This is an optimization exercise on Yosys and OpenROAD, whose aim is small area, a short achievable clock period and few clock cycles, not a production implementation. Only simulation tests tie the RTL to the original design; equivalence was not proved.

## design.v

```verilog
module bits33_core (
    input  wire         clk,
    input  wire         rst,           
    input  wire [31:0]  count,         
    output wire [31:0]  imem_addr,     
    input  wire [127:0] imem_rdata,    
    input  wire         ld_we,         
    input  wire [2:0]   ld_addr,
    input  wire [31:0]  ld_data,
    output wire [1:0]   status,        
    output wire [2:0]   fault_kind,
    output wire [31:0]  fault_pc,
    output wire [31:0]  fault_detail,
    output wire [31:0]  pc_out,
    input  wire [2:0]   dbg_sel,
    output wire [31:0]  dbg_reg,
    output wire [31:0]  dbg_mem
);
    localparam ST_RUN = 2'd0, ST_HALT = 2'd1, ST_FAULT = 2'd2;
    localparam S_FETCH = 2'd0, S_EXEC = 2'd1, S_DIV = 2'd2, S_DONE = 2'd3;
    localparam F_DIV0 = 3'd1, F_REG = 3'd2, F_MEM = 3'd3, F_SHIFT = 3'd4,
               F_PCOV = 3'd5, F_ILL = 3'd6;
    reg [31:0] regs [0:7];
    reg [7:0]  mem  [0:31];
    reg [31:0] pc;
    reg [1:0]  st;
    reg [2:0]  fk;
    reg [31:0] fpc, fdet;
    reg [1:0]  phase;
    assign imem_addr    = pc;
    assign status       = st;
    assign fault_kind   = fk;
    assign fault_pc     = fpc;
    assign fault_detail = fdet;
    assign pc_out       = pc;
    assign dbg_reg      = regs[dbg_sel];
    assign dbg_mem      = {mem[{dbg_sel, 2'd3}], mem[{dbg_sel, 2'd2}],
                           mem[{dbg_sel, 2'd1}], mem[{dbg_sel, 2'd0}]};
    wire [7:0] B [0:15];
    genvar gi;
    generate
        for (gi = 0; gi < 16; gi = gi + 1) begin : g_bytes
            assign B[gi] = imem_rdata[8*gi +: 8];
        end
    endgenerate
    wire [7:0] tag = B[0];
    wire fmt_n  = (tag == 8'd0);
    wire fmt_t  = (tag >= 8'd1)  && (tag <= 8'd9);
    wire fmt_b  = (tag >= 8'd10) && (tag <= 8'd16);
    wire fmt_u  = (tag == 8'd17);
    wire fmt_j  = (tag == 8'd18);
    wire fmt_jc = (tag == 8'd19) || (tag == 8'd20);
    wire fmt_l  = (tag == 8'd21) || (tag == 8'd23);
    wire fmt_s  = (tag == 8'd22);
    wire        v1_reg = (B[1] == 8'd0), v2_reg = (B[2] == 8'd0);
    wire        v5_reg = (B[5] == 8'd0), v6_reg = (B[6] == 8'd0);
    wire        v1_ok  = (B[1] == 8'd0) ? ({B[3], B[4], B[5]} == 24'd0) : (B[1] == 8'd1);
    wire        v2_ok  = (B[2] == 8'd0) ? ({B[4], B[5], B[6]} == 24'd0) : (B[2] == 8'd1);
    wire        v5_ok  = (B[5] == 8'd0) ? ({B[7], B[8], B[9]} == 24'd0) : (B[5] == 8'd1);
    wire        v6_ok  = (B[6] == 8'd0) ? ({B[8], B[9], B[10]} == 24'd0) : (B[6] == 8'd1);
    reg [15:0] zmask;
    always @(*) begin
        zmask = 16'h0000;
        if (fmt_n)  zmask = 16'hFFFE;
        if (fmt_t)  zmask = 16'hE000;
        if (fmt_b)  zmask = 16'hF000;
        if (fmt_u)  zmask = 16'hFF80;
        if (fmt_j)  zmask = 16'hFFE0;
        if (fmt_jc) zmask = 16'hFC00;
        if (fmt_l)  zmask = 16'hFF80;
        if (fmt_s)  zmask = 16'hF800;
    end
    reg pad_ok;
    integer k;
    always @(*) begin
        pad_ok = 1'b1;
        for (k = 1; k < 16; k = k + 1)
            if (zmask[k] && B[k] != 8'd0) pad_ok = 1'b0;
    end
    wire [7:0] optype = B[12];
    wire float_arith = fmt_t && (tag <= 8'd5) && (optype == 8'd0);
    reg values_ok;
    always @(*) begin
        values_ok = 1'b1;
        if (fmt_t || fmt_b || fmt_s) values_ok = v1_ok && v6_ok;
        if (fmt_u)  values_ok = v1_ok;
        if (fmt_jc) values_ok = v5_ok;
        if (fmt_l)  values_ok = v2_ok;
    end
    wire legal = (tag <= 8'd23) && pad_ok && values_ok &&
                 !(fmt_t && optype > 8'd2) && !float_arith;
    reg        a_used, b_used, a_isreg, b_isreg, d_used;
    reg [7:0]  a_idx, b_idx, d_idx;
    reg [31:0] a_imm, b_imm;
    always @(*) begin
        a_used = 1'b0; b_used = 1'b0; d_used = 1'b0;
        a_isreg = 1'b0; b_isreg = 1'b0;
        a_idx = B[2]; b_idx = B[7]; d_idx = B[11];
        a_imm = {B[5], B[4], B[3], B[2]};
        b_imm = {B[10], B[9], B[8], B[7]};
        if (fmt_t || fmt_b || fmt_s) begin
            a_used = 1'b1; b_used = 1'b1; d_used = !fmt_s;
            a_isreg = v1_reg; b_isreg = v6_reg;
        end
        if (fmt_u) begin
            a_used = 1'b1; d_used = 1'b1; a_isreg = v1_reg; d_idx = B[6];
        end
        if (fmt_jc) begin
            a_used = 1'b1; a_isreg = v5_reg; a_idx = B[6];
            a_imm = {B[9], B[8], B[7], B[6]};
        end
        if (fmt_l) begin
            a_used = 1'b1; d_used = 1'b1; a_isreg = v2_reg; a_idx = B[3];
            a_imm = {B[6], B[5], B[4], B[3]};
            d_idx = B[1];
        end
    end
    wire a_oor = a_used && a_isreg && (a_idx > 8'd7);
    wire b_oor = b_used && b_isreg && (b_idx > 8'd7);
    wire d_oor = d_used && (d_idx > 8'd7);
    wire [31:0] a = a_isreg ? regs[a_idx[2:0]] : a_imm;
    wire [31:0] b = b_isreg ? regs[b_idx[2:0]] : b_imm;
    wire [31:0] jdest = {B[4], B[3], B[2], B[1]};
    wire s_lt = ($signed(a) < $signed(b));
    wire u_lt = (a < b);
    wire a_nan = (&a[30:23]) && (|a[22:0]);
    wire b_nan = (&b[30:23]) && (|b[22:0]);
    wire both_zero = (a[30:0] == 31'd0) && (b[30:0] == 31'd0);
    wire [31:0] ka = a[31] ? ~a : {1'b1, a[30:0]};
    wire [31:0] kb = b[31] ? ~b : {1'b1, b[30:0]};
    wire f_unord = a_nan || b_nan;
    wire f_eq = !f_unord && (both_zero || (a == b));
    wire f_lt = !f_unord && !both_zero && (ka < kb);
    reg c_lt, c_eq;
    always @(*) begin
        case (optype[1:0])
            2'd0:    begin c_lt = f_lt; c_eq = f_eq;   end
            2'd1:    begin c_lt = s_lt; c_eq = (a == b); end
            default: begin c_lt = u_lt; c_eq = (a == b); end
        endcase
    end
    wire c_gt = !c_lt && !c_eq && !(optype == 8'd0 && f_unord);
    wire        mem_oob = (a > 32'd28);
    wire [4:0]  ma = a[4:0];
    wire [31:0] mem_rd = {mem[ma + 5'd3], mem[ma + 5'd2], mem[ma + 5'd1], mem[ma]};
    wire shift_bad = (b > 32'd31);
    wire is_divmod = (tag == 8'd4) || (tag == 8'd5);
    reg [31:0] res;
    reg        wr_en, mem_we, taken, opfault;
    reg [2:0]  op_fk;
    reg [31:0] op_det;
    always @(*) begin
        res = 32'd0; wr_en = 1'b0; mem_we = 1'b0; taken = 1'b0;
        opfault = 1'b0; op_fk = 3'd0; op_det = 32'd0;
        case (tag)
            8'd1:  begin res = a + b; wr_en = 1'b1; end
            8'd2:  begin res = a - b; wr_en = 1'b1; end
            8'd3:  begin res = a * b; wr_en = 1'b1; end
            8'd4, 8'd5: begin
                if (b == 32'd0) begin opfault = 1'b1; op_fk = F_DIV0; op_det = b; end
            end
            8'd6:  begin res = {31'd0, c_gt || c_eq}; wr_en = 1'b1; end
            8'd7:  begin res = {31'd0, c_lt || c_eq}; wr_en = 1'b1; end
            8'd8:  begin res = {31'd0, c_gt};         wr_en = 1'b1; end
            8'd9:  begin res = {31'd0, c_lt};         wr_en = 1'b1; end
            8'd10: begin res = a & b; wr_en = 1'b1; end
            8'd11: begin res = a | b; wr_en = 1'b1; end
            8'd12: begin res = a ^ b; wr_en = 1'b1; end
            8'd13: begin
                if (shift_bad) begin opfault = 1'b1; op_fk = F_SHIFT; op_det = b; end
                res = a << b[4:0]; wr_en = 1'b1;
            end
            8'd14: begin
                if (shift_bad) begin opfault = 1'b1; op_fk = F_SHIFT; op_det = b; end
                res = a >> b[4:0]; wr_en = 1'b1;
            end
            8'd15: begin res = {31'd0, a == b}; wr_en = 1'b1; end
            8'd16: begin res = {31'd0, a != b}; wr_en = 1'b1; end
            8'd17: begin res = ~a; wr_en = 1'b1; end
            8'd18: taken = 1'b1;
            8'd19: taken = (a == 32'd0);
            8'd20: taken = (a != 32'd0);
            8'd21: begin
                if (mem_oob) begin opfault = 1'b1; op_fk = F_MEM; op_det = a; end
                res = mem_rd; wr_en = 1'b1;
            end
            8'd22: begin
                if (mem_oob) begin opfault = 1'b1; op_fk = F_MEM; op_det = a; end
                mem_we = 1'b1;
            end
            8'd23: begin res = a; wr_en = 1'b1; end
            default: ;
        endcase
    end
    reg        fault;
    reg [2:0]  fault_k;
    reg [31:0] fault_d;
    always @(*) begin
        fault = 1'b1; fault_k = 3'd0; fault_d = 32'd0;
        if (!legal) begin
            fault_k = F_ILL; fault_d = imem_rdata[31:0];
        end else if (a_oor) begin
            fault_k = F_REG; fault_d = {24'd0, a_idx};
        end else if (b_oor) begin
            fault_k = F_REG; fault_d = {24'd0, b_idx};
        end else if (opfault) begin
            fault_k = op_fk; fault_d = op_det;
        end else if (d_oor) begin
            fault_k = F_REG; fault_d = {24'd0, d_idx};
        end else if (taken && jdest == 32'hFFFFFFFF) begin
            fault_k = F_PCOV; fault_d = jdest;
        end else begin
            fault = 1'b0;
        end
    end
    wire [31:0] p_next = taken ? jdest + 32'd1 : pc + 32'd1;
    reg [31:0] dv_q, dv_d;
    reg [32:0] dv_r;
    reg [5:0]  dv_cnt;
    reg        dv_qneg, dv_rneg, dv_mod;
    reg [2:0]  dv_dst;
    wire        sgn = (optype == 8'd1);
    wire [31:0] a_mag = (sgn && a[31]) ? -a : a;
    wire [31:0] b_mag = (sgn && b[31]) ? -b : b;
    wire [32:0] dv_sh  = {dv_r[31:0], dv_q[31]};
    wire        dv_ge  = (dv_sh >= {1'b0, dv_d});
    wire [32:0] dv_sub = dv_sh - {1'b0, dv_d};
    wire [31:0] dv_quo = dv_qneg ? -dv_q : dv_q;
    wire [31:0] dv_rem = dv_rneg ? -dv_r[31:0] : dv_r[31:0];
    integer i;
    always @(posedge clk) begin
        if (rst) begin
            for (i = 0; i < 8; i = i + 1) regs[i] <= 32'd0;
            pc    <= 32'd0;
            st    <= ST_RUN;
            fk    <= 3'd0;
            fpc   <= 32'd0;
            fdet  <= 32'd0;
            phase <= S_FETCH;
            if (ld_we) begin
                mem[{ld_addr, 2'd0}] <= ld_data[7:0];
                mem[{ld_addr, 2'd1}] <= ld_data[15:8];
                mem[{ld_addr, 2'd2}] <= ld_data[23:16];
                mem[{ld_addr, 2'd3}] <= ld_data[31:24];
            end
        end else begin
            case (phase)
                S_FETCH: phase <= S_EXEC;
                S_EXEC: begin
                    if (fault) begin
                        st    <= ST_FAULT;
                        fk    <= fault_k;
                        fpc   <= pc;
                        fdet  <= fault_d;
                        phase <= S_DONE;
                    end else if (is_divmod) begin
                        dv_q    <= a_mag;
                        dv_d    <= b_mag;
                        dv_r    <= 33'd0;
                        dv_cnt  <= 6'd0;
                        dv_qneg <= sgn && (a[31] ^ b[31]);
                        dv_rneg <= sgn && a[31];
                        dv_mod  <= (tag == 8'd5);
                        dv_dst  <= d_idx[2:0];
                        phase   <= S_DIV;
                    end else begin
                        if (wr_en) regs[d_idx[2:0]] <= res;
                        if (mem_we) begin
                            mem[ma]         <= b[7:0];
                            mem[ma + 5'd1]  <= b[15:8];
                            mem[ma + 5'd2]  <= b[23:16];
                            mem[ma + 5'd3]  <= b[31:24];
                        end
                        pc <= p_next;
                        if (p_next >= count) begin
                            st    <= ST_HALT;
                            phase <= S_DONE;
                        end else begin
                            phase <= S_FETCH;
                        end
                    end
                end
                S_DIV: begin
                    if (dv_cnt == 6'd32) begin
                        regs[dv_dst] <= dv_mod ? dv_rem : dv_quo;
                        pc <= pc + 32'd1;
                        if (pc + 32'd1 >= count) begin
                            st    <= ST_HALT;
                            phase <= S_DONE;
                        end else begin
                            phase <= S_FETCH;
                        end
                    end else begin
                        dv_r   <= dv_ge ? dv_sub : dv_sh;
                        dv_q   <= {dv_q[30:0], dv_ge};
                        dv_cnt <= dv_cnt + 6'd1;
                    end
                end
                default: ;
            endcase
        end
    end
endmodule
```

## run.sh

```bash
#!/bin/bash
# synth_recipe.tcl (not shown) runs the flow's synth.tcl, then flattens the netlist and writes it again
# the make line also repeats each setting of config.mk as NAME=value (left out here)
make -C /OpenROAD-flow-scripts/flow DESIGN_CONFIG=/design/flow/config.mk WORK_HOME=/design/flow/orfs CLKGATE_MAP_FILE= SYNTH_SCRIPT=/design/flow/synth_recipe.tcl finish
```

## config.mk

```make
export PLATFORM = sky130hd
export DESIGN_NAME = bits33_core
export DESIGN_NICKNAME = bits33_core
export VERILOG_FILES = /design/flow/design.v
export SDC_FILE = /design/flow/constraint.sdc
export NUM_CORES = 4
export LEC_CHECK = 0
export CAP_MARGIN = 20
export CORE_MARGIN = 2
export CORE_UTILIZATION = 30
export PLACE_DENSITY = 0.5
export SETUP_SLACK_MARGIN = 0.2
export SLEW_MARGIN = 20
```

## constraint.sdc

```tcl
create_clock -name core_clock -period 14.0 [get_ports {clk}]
set_input_delay 2.8000 -clock core_clock [delete_from_list [all_inputs] [get_ports {clk}]]
set_output_delay 2.8000 -clock core_clock [all_outputs]
set_load 0.01 [all_outputs]
```

==> results.toml <==
[layout]
fin_nets = 12469
syn2layout_area_growth_pct = 19.4
design_area_sq_mm = 0.110
drive_gt1_frac = 0.163

[clock_network]
cts.sinks = 723
insertion_delay_ns = 0.91
clk_pin_slew_ns = 0.06
cts_buffers = 101
hold_buffers = 0
clock_path_buffers = 4
cts_resized = 0
tritoncts = "done"
cts_setup_buffers = 0
cts_max_level = 3
cts_root_buffer = "clkbuf_16"

[global_routing]
overflow = 0
antenna_found_initial = 104
grt_usage = 0.436
grt_pass1_vias = 95529
grt_max_degree = 132
grt_pass1_wl_mm = 914

[detailed_routing]
drt_iter0_markers = 17276
viasPerCell = 6.53
vias = 102669
drtAntennaViolNets = 0
wire_per_inst_microns = 44.5
drc = 0
first_pass_iters = 10
postRouteWirelength_mm = 700

[synth]
synth_common_cells = "nand2_1, nor2_1, a21oi_1"
synth.area.top_cells = "edfxtp_1, fa_1, mux2i_1, nand2_1, mux4_2"
syn_avg_cell_area_sq_um = 8.40
synth_ff_type = "edfxtp_1"
synth.most_common_cell = "nand2_1"
synth-edff-count = 620
synthCells = 10947
synth_warnings = 1
synth.yosys.seq_area_share = 0.225
ys_ff_latch = 723
netlist_area_sq_mm = 0.0920
synth_top_area_share = 0.202
synth_async_sr_flop_share = 0
synth.distinct_cells = 120
yosysTopAreaCell = "edfxtp_1"
syn_nets = 11913

[setup_path]
r2r_start = "regs[7][7]"
endpoint_kind = "flip-flop"
startpoint = "imem_rdata[5]"
reg2reg_depth = 35
cpPeakStageDelay_ns = 0.86
reg2reg_to = "regs[7][31]"
required_ns = 14.75
cpMaxStageDelayCell = "a21oi_1"
rrSetupSlack_ns = 3.66
cpLargestDelayFamily = "adder cells"
crit_type = "in2reg"
crit_top_cell = "fa_1"
crit_buf_inv = 10
cp_max_fo = 13
cp-start-kind = "primary input"
critical_path_arrival_ns = 14.45

[sta]
skew_ns = 0.0992
post-route-period-util = 0.978
max_freq_ghz = 0.0730
tightest_slew_ns = 1.35
tns_ns = 0
slew_violations = 0
max-slew-margin-rel = 0.0990
min_period_ns = 13.70
layout_setup_ws_ns = 0.305
hold_viol = 0
rsz0062_at_grt = "false"
setup_viol = 0
whs_ns = 0.456

[placement]
dp_slack_ns = -0.414
io_buffers = 397
gp_congestion = 1.10
place.detailed.hpwl_mm = 544
place_area_sq_mm = 0.106

[worst_hold_path]
worstHoldStart = "fpc[20]"
whs_path_depth = 2
min_path_type = "reg2reg"
holdPathEnd = "fpc[20]"

[floorplanning]
die_w_microns = 558
start_util = 0.301
ios = 398
rows = 203
dieArea_sq_mm = 0.311
core_sq_mm = 0.306
die_y_microns = 558

[power]
p_per_area_mw_per_mm2 = 214
p_leak_uw = 0.0431
irDropWorstVdd_mv = 2.30
total_power_uw = 23600

[run]
cap_violations = 0

[status]
outcome = "timing/DRC/antenna clean"
stage by stage:
| stage | utilization | instances |
|---|---|---|
| 2_1_floorplan | - | 10947 |
| 3_3_place_gp | 0.347 | 15494 |
| 3_5_place_dp | 0.348 | 15497 |
| 4_1_cts | 0.359 | 15678 |
| 5_1_grt | 0.359 | 15684 |
| 6_report | 0.359 | 15732 |
sequential cells by signal, indices dropped and copies added, names as in the netlist, 32 cells and up:
signal / count
regs: 256
mem: 256
dv_q: 32
dv_d: 32
pc: 32
fdet: 32
dv_r: 32
fpc: 32
metal layers:
metal / vias up / wire length, microns / global-route usage
li1: 40714 / - / -
met1: 52265 / 292000 / 0.588
met2: 8122 / 267000 / 0.582
met3: 1508 / 102000 / 0.205
met4: 60 / 37900 / 0.196
met5: - / 496 / 0.00232
report_power, final:
| group | total [uW] | switching, uW | internal, uW |
|---|---|---|---|
| Combinational | 18000 | 10500 | 7520 |
| Clock | 2750 | 1150 | 1600 |
| Sequential | 2760 | 244 | 2520 |
| Total | 23600 | 11900 | 11600 |
tightest hold or removal path, delay by kind of cell, from the launching register on:
kind            cells  cell delay, ns
compound gates      1            0.06
simple gates        1            0.05
flops               1            0.30
worst max-delay path by stage:
stage                  endpoint  slack [ns]  cells past startpoint
finish              regs[7][31]        0.30                     37
global route        regs[5][31]        0.21                     37
CTS                 regs[7][31]        0.46                     40
detailed placement  regs[7][31]       -0.41                     40
global placement    regs[2][31]       -0.38                     44
floorplan           regs[0][30]        0.47                     37
logic make-up (layout without fill, tap and decap cells):
group	Yosys count	count (layout)	synth area share
compound gates	2488	2488	0.183
xor+xnor	375	375	0.0365
fa+ha+maj	765	765	0.138
buf+inv	1537	2171	0.0677
flops	723	723	0.225
mux	1114	1114	0.158
other cells	0	51	0
simple gates	3945	3945	0.192
placed cells by master (no fill, tap or decap), drive strengths merged, types with 290 or more instances in the layout:
cell type / synthesis / routed
nand2: 1661 / 1661
buf: 345 / 996
nor2: 994 / 994
a21oi: 687 / 687
mux2i: 648 / 648
edfxtp: 620 / 620
inv: 587 / 598
nand3: 420 / 420
o21ai: 416 / 416
fa: 410 / 410
clkdlybuf4s50: 0 / 389
ha: 355 / 355
xnor2: 290 / 290
area by class of cell:
type | instances | area, sq um
Tap cell | 4100 | 5130
Clock inverter | 55 | 602
Fill cell | 31526 | 196000
Timing Repair Buffer | 1386 | 12300
Sequential cell | 723 | 20700
Multi-Input combinational cell | 8687 | 66000
Clock buffer | 126 | 2760
Antenna cell | 51 | 128
Inverter | 604 | 2290
Testbench counts, summed over its fixed seeds: cycles 84,467.

port drivers added, routing unchanged:
The flow's constraints put no driver on any port. The routed layout listed below was extracted and timed again, unchanged, in two steps.
Step 1, drivers: a clkbuf_16 drives clk and a buf_2 each remaining input, both assumed.
Step 2, shift: input delay + t, output delay - t, t = (earliest + latest rising clock arrival at the registers) / 2. This alone moves slack from input paths to output paths.
Three values: no drivers, after step 1, after step 2; two values: the first two.
shift t [ns]: 0.943
setup WS [ns]: 0.305 / 0.295 / -0.648
latest minus earliest clock arrival (ns): 0.100 / 0.099
Met with ideal ports but missed after step 2: setup timing in this run. The setup slack of this run moves by -0.010 ns with the drivers and by -0.953 ns with both steps.
